This is an optimization exercise on Yosys and OpenROAD, whose aim is small area, a short achievable clock period and few clock cycles, not a production implementation.
At most, simulation tests tie the RTL to the original design; equivalence was not proved.
Power is estimated from default activity; no workload was simulated.

Design pluto_rx, start of the top module:
module pluto_rx (
    input  wire        clk,
    input  wire        rst,
    input  wire        cmd_valid,
    output wire        cmd_ready,
    input  wire [7:0]  cmd,
    input  wire        in_valid,
    output wire        in_ready,
    input  wire [7:0]  in_data,
    input  wire [3:0]  in_nbits,
    input  wire        in_last,
    output reg         out_valid,
    output reg  [7:0]  out_byte,
    output reg         rsp_valid,
    output wire [3:0]  rsp_status,
    output reg  [2:0]  rsp_sub,
    output reg  [31:0] rsp_value
);
    localparam [1:0] OP_CRC = 2'd0, OP_DEC = 2'd1, OP_FIND = 2'd2, OP_ILL = 2'd3;
    localparam [1:0] ST_OK = 2'd0, ST_NONE = 2'd1, ST_ILLEGAL = 2'd2;
    localparam [31:0] MAX_LEN = 32'd50_000_000;
    function [31:0] crc_byte(input [31:0] c, input [7:0] d);
        integer k;
        reg [31:0] r;
        begin
            r = c ^ {24'd0, d};
            for (k = 0; k < 8; k = k + 1)
                r = r[0] ? ((r >> 1) ^ 32'hEDB88320) : (r >> 1);
            crc_byte = r;
        end
    endfunction
    reg        phase;               
    reg [1:0]  op, rate;            
    reg [7:0]  X;                   
    reg [3:0]  t0_m;                
    reg        t0_beat, t0_last, t0_cmd, t0_ill;
    assign cmd_ready = ~phase;
    assign in_ready  = phase;
    wire cmd_fire  = cmd_valid & ~phase;
    wire in_fire   = in_valid & phase;
    wire cmd_crc   = (cmd == 8'h40);
    wire cmd_dec   = (cmd[7:2] == 6'b1000_00);
    wire cmd_find  = (cmd == 8'h90);
    wire cmd_legal = cmd_crc | cmd_dec | cmd_find;
    always @(posedge clk) begin
        if (rst) begin
            phase   <= 1'b0;
            t0_beat <= 1'b0;
            t0_cmd  <= 1'b0;
            t0_ill  <= 1'b0;
        end else begin
            t0_beat <= in_fire;
            t0_cmd  <= cmd_fire & cmd_legal;
            t0_ill  <= cmd_fire & ~cmd_legal;
            if (cmd_fire & cmd_legal)
                phase <= 1'b1;
  ...
export LEC_CHECK = 0
export CAP_MARGIN = 20
export CORE_MARGIN = 2
export CORE_UTILIZATION = 40
export SLEW_MARGIN = 20
create_clock -name core_clock -period 10.0 [get_ports {clk}]
run.sh (not shown) runs the stock make flow with config.mk's settings and CLKGATE_MAP_FILE= SYNTH_SCRIPT=/design/flow/synth_recipe.tcl, a recipe that flattens the netlist after the stock synthesis.
Testbench counts at the start, summed over its fixed seeds: cycles 38,307.
Change:
ABC_CLOCK_PERIOD_IN_PS = 3000   (was unset)
SETUP_SLACK_MARGIN = 5   (was unset)
Outcome: Power came out lower slightly; synthesized cell count is unchanged; via count came out higher by a few percent; worst setup slack improves by 850 ps; routed wire length came out higher by a few percent; clock-buffer cell count came out higher by 6.


== P ==
pluto_rx, a different RTL version from the one above (not shown whole).
Size: ~2900 cells after synthesis, roughly 490 flip-flops, roughly 76 I/O pins, roughly 0.024 mm^2 of cells after synthesis.
clock: 10.0 ns
lec_check: 0
abc_area: 1
cap_margin: 20
core_margin: 2
core_utilization: 65
slew_margin: 20
standard.sh (not shown) runs the stock make flow with config.mk's settings and CLKGATE_MAP_FILE= SYNTH_SCRIPT=/design/flow/synth_recipe.tcl, a recipe that flattens the netlist after the stock synthesis.
==> flow/flow/run.sh <==
#!/bin/bash
# The standard layout (standard.sh), with timing repair aimed at a 3.5 ns
# clock (setup margin 6.5 ns at the 10 ns constraint), plain buf_2 cells as
# the port buffers, and no separate adder-cell mapping in synthesis (ABC maps
# the adders with the rest of the logic). Full tool output is in standard.log.
set -e
bash standard.sh SETUP_SLACK_MARGIN=6.5 ADDER_MAP_FILE= \
    BUFFER_PORTS_ARGS="-buffer_cell sky130_fd_sc_hd__buf_2" finish > standard.log 2>&1
P was carried through to the last stage, and its layout satisfied the timing, design-rule and antenna checks.
Testbench counts of P, summed over its fixed seeds: cycles 38,315.
Modified inputs, Q compared to P
- swapping 65 for 55 in CORE_UTILIZATION
- putting CTS_CLUSTER_DIAMETER at 90 where nothing was set
- putting CTS_CLUSTER_SIZE at 24 where nothing was set
==> flow/flow/run.sh <==
#!/bin/bash
# The standard layout (standard.sh), with timing repair aimed at a 3.2 ns
# clock (setup margin 6.8 ns at the 10 ns constraint), plain buf_2 cells as
# the port buffers, and no separate adder-cell mapping in synthesis (ABC maps
# the adders with the rest of the logic). Full tool output is in standard.log.
set -e
bash standard.sh SETUP_SLACK_MARGIN=6.8 ADDER_MAP_FILE= \
    BUFFER_PORTS_ARGS="-buffer_cell sky130_fd_sc_hd__buf_2" finish > standard.log 2>&1
Results
- Measured slew at the worst slew-check pin: lower on P
- Q contains fewer vias than P.
- When the final numbers for Q and P were put side by side, the y dimension of the die turned out to be greater in Q.
- Comparing Q and P, the lower power is on Q.
- Non-clock buffer count: Q > P
- Max part of the total power dissipated in sequential elements across Q and P: Q
- The standard cells in Q occupy less silicon area than those in P do.
- [Q] count of clock-buffer cells in the layout fell 31% relative to P
Setup changes, Q to R
- clearing CTS_CLUSTER_DIAMETER, which used to be 90
- swapping 55 for 65 in CORE_UTILIZATION
- clearing CTS_CLUSTER_SIZE, which used to be 24
==> run notes <==
Routed metal-1 wire length ended up about 8% lower on R than on Q.
Re final critical path time including I/O delays and setup: R is 4.4 ps down on Q.
Synthesis-to-layout area growth (higher): R
Across both runs, starting density of the core was higher for R than for Q.
First-pass GRT wire length delta for R relative to Q: 680 um higher
Compared with Q, R shows global-route total usage across every layer higher by 4.6 points.
Against Q, R comes in 3.1% higher on via count.
R vs Q, capture point of the critical path: rsp_value[13] vs rsp_value[12]
Every stage of the flow completed for R, and the final layout passed the timing, design-rule and antenna checks.
The fmax was comparable across Q and R.
Looking at design area, R sits 2.4% above Q.
#### Input delta (S over R)
- changing CORE_UTILIZATION from 65 to 55
==> comparison <==
Die: S bigger than R
Diff R -> S | half-perimeter wire length of the detailed placement result | up by a few percent
The lower cell count came out of R.
S: worst-case setup margin in the final layout 18 ps below R
Wire length: S higher than R
Against R as the reference, S delivers a lower overall fraction of global-route tracks in use.
The latest clock arrival within the worst-skew pair of S and that of R are within noise of each other.
S vs R: number of resized instances in the post-cts repair step down
Maximum number of pins on one net before global-route repair (S / R): 1.08
Hold violation count in the final report came out exactly the same in R and S.
S against R; number of instances in the placed design is up by a few percent.
Input changes introduced in T (baseline for comparison: S):
==> flow/flow/run.sh <==
#!/bin/bash
# The standard layout (standard.sh), with timing repair aimed at a 3.5 ns
# clock (setup margin 6.5 ns at the 10 ns constraint), plain buf_2 cells as
# the port buffers, and no separate adder-cell mapping in synthesis (ABC maps
# the adders with the rest of the logic). Full tool output is in standard.log.
set -e
bash standard.sh SETUP_SLACK_MARGIN=6.5 ADDER_MAP_FILE= \
    BUFFER_PORTS_ARGS="-buffer_cell sky130_fd_sc_hd__buf_2" finish > standard.log 2>&1
==> run notes <==
Comparing S and T, the higher critical path depth was measured on T. T ended up with a higher global-route wire length before repair than S did. Taking S as the reference, in T register-to-register slack has decreased, met2 demand-to-capacity share in global routing has increased, power has remained practically unchanged, cell area after placement has remained practically unchanged. Number of clock buffer instances in the layout on T is up relative to S. T ended up with t1_s[13]$_SDFF_PN1_ as its end point of the critical path; S ended up with rsp_value[5].


Another version of the RTL of pluto_rx (not shown whole).
Size in the first run: ~390 flip-flops, about 20000 µm² of cells after synthesis.
==> flow/design.v (excerpt) <==
module pluto_rx (
    input  wire        clk,
    input  wire        rst,
    input  wire        cmd_valid,
    output wire        cmd_ready,
    input  wire [7:0]  cmd,
    input  wire        in_valid,
    output wire        in_ready,
    input  wire [7:0]  in_data,
    input  wire [3:0]  in_nbits,
    input  wire        in_last,
    output reg         out_valid,
    output reg  [7:0]  out_byte,
    output reg         rsp_valid,
    output wire [3:0]  rsp_status,
    output reg  [2:0]  rsp_sub,
    output reg  [31:0] rsp_value
);
Settings: LEC_CHECK=0, ABC_AREA=1, CAP_MARGIN=20, CORE_MARGIN=2, CORE_UTILIZATION=65, CTS_CLUSTER_DIAMETER=90, CTS_CLUSTER_SIZE=24, SLEW_MARGIN=20; clock period 10.0 ns.
==> flow/flow/run.sh <==
#!/bin/bash
# The standard layout (standard.sh), with timing repair aimed at a 3.1 ns
# clock (setup margin 6.9 ns at the 10 ns constraint), plain buf_2 cells as
# the port buffers, no separate adder-cell mapping in synthesis (ABC maps the
# adders with the rest of the logic), and no buffers placed along clock wires
# between the tree's branch points. Full tool output is in standard.log.
set -e
bash standard.sh SETUP_SLACK_MARGIN=6.9 ADDER_MAP_FILE= CTS_BUF_DISTANCE=400 \
    BUFFER_PORTS_ARGS="-buffer_cell sky130_fd_sc_hd__buf_2" finish > standard.log 2>&1
The baseline completed with no timing, DRC or antenna violations.
Testbench counts at the start, summed over its fixed seeds: cycles 38,315.
Then changed:
==> flow/flow/run.sh (replaced) <==
#!/bin/bash
# The standard layout (standard.sh), with timing repair aimed at a 3.1 ns
# clock (setup margin 6.9 ns at the 10 ns constraint), plain buf_2 cells as
# the port buffers, and no separate adder-cell mapping in synthesis (ABC maps
# the adders with the rest of the logic). Full tool output is in standard.log.
set -e
bash standard.sh SETUP_SLACK_MARGIN=6.9 ADDER_MAP_FILE= \
    BUFFER_PORTS_ARGS="-buffer_cell sky130_fd_sc_hd__buf_2" finish > standard.log 2>&1
--- a/flow/config.mk
+++ b/flow/config.mk
@@ -12,2 +12,2 @@
-export CTS_CLUSTER_DIAMETER = 90
-export CTS_CLUSTER_SIZE = 24
+export CTS_CLUSTER_DIAMETER = 100
+export CTS_CLUSTER_SIZE = 28
=> The changed run passed the timing, design-rule and antenna checks. Worst setup slack degrades by 12 ps. Core utilization stays flat. Final area barely changes. Global-route usage barely changes. Die area stays the same. Synthesized cell count stays the same.
Then changed:
--- a/flow/config.mk
+++ b/flow/config.mk
@@ -12,2 +12,2 @@
-export CTS_CLUSTER_DIAMETER = 100
-export CTS_CLUSTER_SIZE = 28
+export CTS_CLUSTER_DIAMETER = 90
+export CTS_CLUSTER_SIZE = 24
Outcome: Clock-buffer cell count went up by 4. Maximum frequency came out higher by 0.40%. Wire length barely changes. Final area stays flat. Total power goes up by 0.57%. Via count is about the same. Utilization is about the same. Global-route usage stays flat. Clock power went up by 3.1%. Sequential power stays flat. Die area is unchanged.


Another version of the RTL of pluto_rx (not shown whole).
For scale: roughly 2700 cells after synthesis, ~76 I/O pins, about 29000 um2 of cells after synthesis.
Settings: LEC_CHECK=0, CAP_MARGIN=20, CORE_MARGIN=2, CORE_UTILIZATION=40, SETUP_SLACK_MARGIN=5, SLEW_MARGIN=20; clock period 10.0 ns.
==> flow/flow/run.sh <==
#!/bin/bash
# Standard layout, run through the standard.sh; full output kept in standard.log.
set -e
bash standard.sh > standard.log 2>&1
The first run finished with timing, DRC and antenna clean.
Rerun with:
==> flow/flow/run.sh (replaced) <==
#!/bin/bash
# The standard layout (standard.sh), with timing repair aimed at a 3.5 ns
# clock (setup margin 6.5 ns at the 10 ns constraint) and plain buf_2 cells as
# the port buffers. Full tool output is kept in standard.log.
set -e
bash standard.sh SETUP_SLACK_MARGIN=6.5 \
    BUFFER_PORTS_ARGS="-buffer_cell sky130_fd_sc_hd__buf_2" finish > standard.log 2>&1
--- a/flow/config.mk
+++ b/flow/config.mk
@@ -9,4 +9,3 @@
 export CORE_MARGIN = 2
-export CORE_UTILIZATION = 40
-export SETUP_SLACK_MARGIN = 5
+export CORE_UTILIZATION = 55
 export SLEW_MARGIN = 20
Effect: The changed run completed with no timing, DRC or antenna violations. Register-to-register slack improves by 0.54 ns. Routed wire length climbs by about 4%. Combinational power barely changes. Area after synthesis stays the same. Design area climbs by about 3.5%. Final cell count drops by 3.9%. Worst setup slack gets better by 0.54 ns. Core utilization rose by 20 points. Total power goes down by about 2.3%.
No functional check of the RTL was part of any run of this note.


Another version of the RTL of pluto_rx (not shown whole).
Size in the first run: ~2,800 cells after synthesis, roughly 430 flip-flops.
==> flow/config.mk <==
export PLATFORM = sky130hd
export DESIGN_NAME = pluto_rx
export DESIGN_NICKNAME = pluto_rx
export VERILOG_FILES = /design/flow/design.v
export SDC_FILE = /design/flow/constraint.sdc
export NUM_CORES = 4
export LEC_CHECK = 0
export ABC_AREA = 1
export CAP_MARGIN = 20
export CORE_MARGIN = 2
export CORE_UTILIZATION = 65
export CTS_CLUSTER_DIAMETER = 90
export CTS_CLUSTER_SIZE = 24
export SLEW_MARGIN = 20
==> flow/constraint.sdc <==
create_clock -name core_clock -period 10.0 [get_ports {clk}]
set_input_delay 2.0000 -clock core_clock [delete_from_list [all_inputs] [get_ports {clk}]]
set_output_delay 2.0000 -clock core_clock [all_outputs]
set_load 0.01 [all_outputs]
==> flow/flow/run.sh <==
#!/bin/bash
# The standard layout (standard.sh), with timing repair aimed at a 3.2 ns
# clock (setup margin 6.8 ns at the 10 ns constraint), plain buf_2 cells as
# the port buffers, and no separate adder-cell mapping in synthesis (ABC maps
# the adders with the rest of the logic). Full tool output is in standard.log.
set -e
bash standard.sh SETUP_SLACK_MARGIN=6.8 ADDER_MAP_FILE= \
    BUFFER_PORTS_ARGS="-buffer_cell sky130_fd_sc_hd__buf_2" finish > standard.log 2>&1
Testbench counts at the start, summed over its fixed seeds: cycles 38,315.
Rerun with:
Settings changed: CORE_UTILIZATION 65 to 55.
After rerunning: Clock skew went up by 0.016 ns; wire length is higher by 2.0%; critical path depth is unchanged; setup slack degrades by 0.030 ns; non-clock buffer count rises by 5; combinational power is about the same; clock-buffer cell count goes down by 2; synthesized cell count does not change; hold slack barely changes.
Rerun with:
==> flow/flow/run.sh (replaced) <==
#!/bin/bash
# The standard layout (standard.sh), with timing repair aimed at a 3.1 ns
# clock (setup margin 6.9 ns at the 10 ns constraint), plain buf_2 cells as
# the port buffers, and no separate adder-cell mapping in synthesis (ABC maps
# the adders with the rest of the logic). Full tool output is in standard.log.
set -e
bash standard.sh SETUP_SLACK_MARGIN=6.9 ADDER_MAP_FILE= \
    BUFFER_PORTS_ARGS="-buffer_cell sky130_fd_sc_hd__buf_2" finish > standard.log 2>&1
Settings changed: CORE_UTILIZATION 55 to 65.
Outcome: Flip-flop and latch count stays the same. Synthesized cell count stays the same. Die area falls by about a fifth. Routed wire length falls slightly. Worst hold slack stays flat. Setup slack improved by 0.11 ns. Maximum frequency rises by a few percent.
Rerun with:
==> flow/flow/run.sh (replaced) <==
#!/bin/bash
# The standard layout (standard.sh), with timing repair aimed at a 3.2 ns
# clock (setup margin 6.8 ns at the 10 ns constraint), plain buf_2 cells as
# the port buffers, and no separate adder-cell mapping in synthesis (ABC maps
# the adders with the rest of the logic). Full tool output is in standard.log.
set -e
bash standard.sh SETUP_SLACK_MARGIN=6.8 ADDER_MAP_FILE= \
    BUFFER_PORTS_ARGS="-buffer_cell sky130_fd_sc_hd__buf_2" finish > standard.log 2>&1
Settings changed: CORE_UTILIZATION 65 to 72.
The changed run finished with timing, DRC and antenna clean.
Hold slack hardly moves.
Power went up by 0.44%.
Clock skew went down by 0.013 ns.
Die area went down by 9.5%.


== raven ==
Another version of the RTL of pluto_rx (not shown whole).
Size: roughly 430 flip-flops.
clock: 10.0 ns
lec_check: 0
abc_area: 1
cap_margin: 20
core_margin: 2
core_utilization: 65
cts_cluster_diameter: 90
cts_cluster_size: 24
slew_margin: 20
==> flow/flow/run.sh <==
#!/bin/bash
# The standard layout (standard.sh), with timing repair aimed at a 3 ns
# clock (setup margin 7 ns at the 10 ns constraint), plain buf_2 cells as
# the port buffers, and no separate adder-cell mapping in synthesis (ABC maps
# the adders with the rest of the logic). Full tool output is in standard.log.
set -e
bash standard.sh SETUP_SLACK_MARGIN=7 ADDER_MAP_FILE= \
    BUFFER_PORTS_ARGS="-buffer_cell sky130_fd_sc_hd__buf_2" finish > standard.log 2>&1
raven: flow completed, timing, DRC and antenna clean
Testbench counts of raven, summed over its fixed seeds: cycles 38,315.
### raven -> nickel
==> flow/flow/run.sh <==
#!/bin/bash
# The standard layout (standard.sh), with timing repair aimed at a 3.2 ns
# clock (setup margin 6.8 ns at the 10 ns constraint), plain buf_2 cells as
# the port buffers, and no separate adder-cell mapping in synthesis (ABC maps
# the adders with the rest of the logic). Full tool output is in standard.log.
set -e
bash standard.sh SETUP_SLACK_MARGIN=6.8 ADDER_MAP_FILE= \
    BUFFER_PORTS_ARGS="-buffer_cell sky130_fd_sc_hd__buf_2" finish > standard.log 2>&1
In terms of final non-filler cell total, raven and nickel differ only marginally. raven -> nickel: max-cap violation count delta 0, exact match. In the flow results for nickel and raven, the count of buffer and inverter cells on the critical path is larger on raven. nickel against raven: worst setup slack -0.080 ns; overall power after layout ~0 delta; area growth from synthesis to layout -1.3 points. Critical path depth on nickel is down relative to raven. In the metrics for nickel and raven, the one carrying the higher final instance area is raven. Lower final wirelength among nickel and raven: nickel.
## Diff of input files: onyx against nickel
==> flow/flow/run.sh <==
#!/bin/bash
# The standard layout (standard.sh), with timing repair aimed at a 3.1 ns
# clock (setup margin 6.9 ns at the 10 ns constraint), plain buf_2 cells as
# the port buffers, and no separate adder-cell mapping in synthesis (ABC maps
# the adders with the rest of the logic). Full tool output is in standard.log.
set -e
bash standard.sh SETUP_SLACK_MARGIN=6.9 ADDER_MAP_FILE= \
    BUFFER_PORTS_ARGS="-buffer_cell sky130_fd_sc_hd__buf_2" finish > standard.log 2>&1
--- outcome ---
onyx: full flow OK, the timing, design-rule and antenna checks passed
nickel completed every stage of the flow, and the final layout passed the timing, design-rule and antenna checks.
The part of the total power dissipated in combinational logic was comparable across nickel and onyx.
Diff nickel..onyx | power | negligible
In terms of met3 track utilization from global routing, nickel and onyx differ only marginally.
Changes observed in onyx relative to nickel: transition at the pin with the smallest max-transition slack essentially unchanged, footprint of the multi-input gates comparable, number of buffers added by the clock tree synthesis step did not really move.
Summary of onyx over nickel: least setup slack across all paths after layout increased by 0.078 ns relative to the old numbers; share of the final layout cell area in multi-input gates dropped 0.16 points.

## port drivers added, routing unchanged
Ports are ideal in the flow. The routed layouts listed here were re-timed in OpenROAD.
Step 1, drivers: a clkbuf_16 drives clk and a buf_2 each remaining input, both assumed.
Step 2 moves the port delays by t, midway between the first and last clock arrival at a register: inputs arrive t later, outputs are due t later. That takes back most of the time a late clock gives input paths.
a / b / c = ideal / step 1 / step 2; a / b = the first two.
run | shift t [ns] | setup WS [ns] | worst setup path after step 2 | clock arrival spread, ns | worst register clock-pin slew, ns
the first run of note 1 | 0.657 | 0.418 / 0.418 / 0.418 | register to register | 0.038 / 0.038 | 0.07 / 0.07
the second run of note 1 | 0.663 | 1.268 / 1.268 / 1.268 | register to register | 0.028 / 0.027 | 0.06 / 0.06
P | 0.641 | 6.735 / 6.681 / 6.752 | input to register | 0.015 / 0.015 | 0.07 / 0.07
Q | 0.659 | 6.835 / 6.776 / 6.859 | input to register | 0.020 / 0.021 | 0.10 / 0.10
R | 0.647 | 6.840 / 6.787 / 6.892 | input to register | 0.018 / 0.018 | 0.07 / 0.07
S | 0.661 | 6.822 / 6.766 / 6.860 | input to register | 0.018 / 0.017 | 0.07 / 0.07
T | 0.653 | 6.752 / 6.728 / 6.752 | register to register | 0.028 / 0.027 | 0.07 / 0.07
the first run of note 3 | 0.593 | 6.936 / 6.880 / 6.641 | input to register | 0.029 / 0.029 | 0.11 / 0.11
the second run of note 3 | 0.583 | 6.924 / 6.871 / 6.668 | input to register | 0.031 / 0.030 | 0.11 / 0.11
the third run of note 3 | 0.593 | 6.936 / 6.880 / 6.641 | input to register | 0.029 / 0.029 | 0.11 / 0.11
the first run of note 4 | 0.683 | 5.275 / 5.275 / 5.275 | register to register | 0.048 / 0.048 | 0.07 / 0.07
the second run of note 4 | 0.667 | 5.812 / 5.812 / 5.812 | register to register | 0.035 / 0.035 | 0.07 / 0.07
the first run of note 5 | 0.599 | 6.852 / 6.796 / 6.685 | input to register | 0.018 / 0.018 | 0.10 / 0.10
the second run of note 5 | 0.631 | 6.821 / 6.765 / 6.577 | input to register | 0.036 / 0.037 | 0.10 / 0.10
the third run of note 5 | 0.608 | 6.928 / 6.873 / 6.731 | input to register | 0.040 / 0.040 | 0.10 / 0.10
the fourth run of note 5 | 0.617 | 6.811 / 6.754 / 6.656 | input to register | 0.021 / 0.021 | 0.11 / 0.11
raven | 0.610 | 6.926 / 6.866 / 6.938 | input to register | 0.019 / 0.020 | 0.10 / 0.10
nickel | 0.608 | 6.846 / 6.794 / 6.912 | input to register | 0.024 / 0.024 | 0.10 / 0.10
onyx | 0.611 | 6.925 / 6.871 / 6.907 | input to register | 0.021 / 0.021 | 0.10 / 0.10
After both steps setup and hold are still met in every run listed.
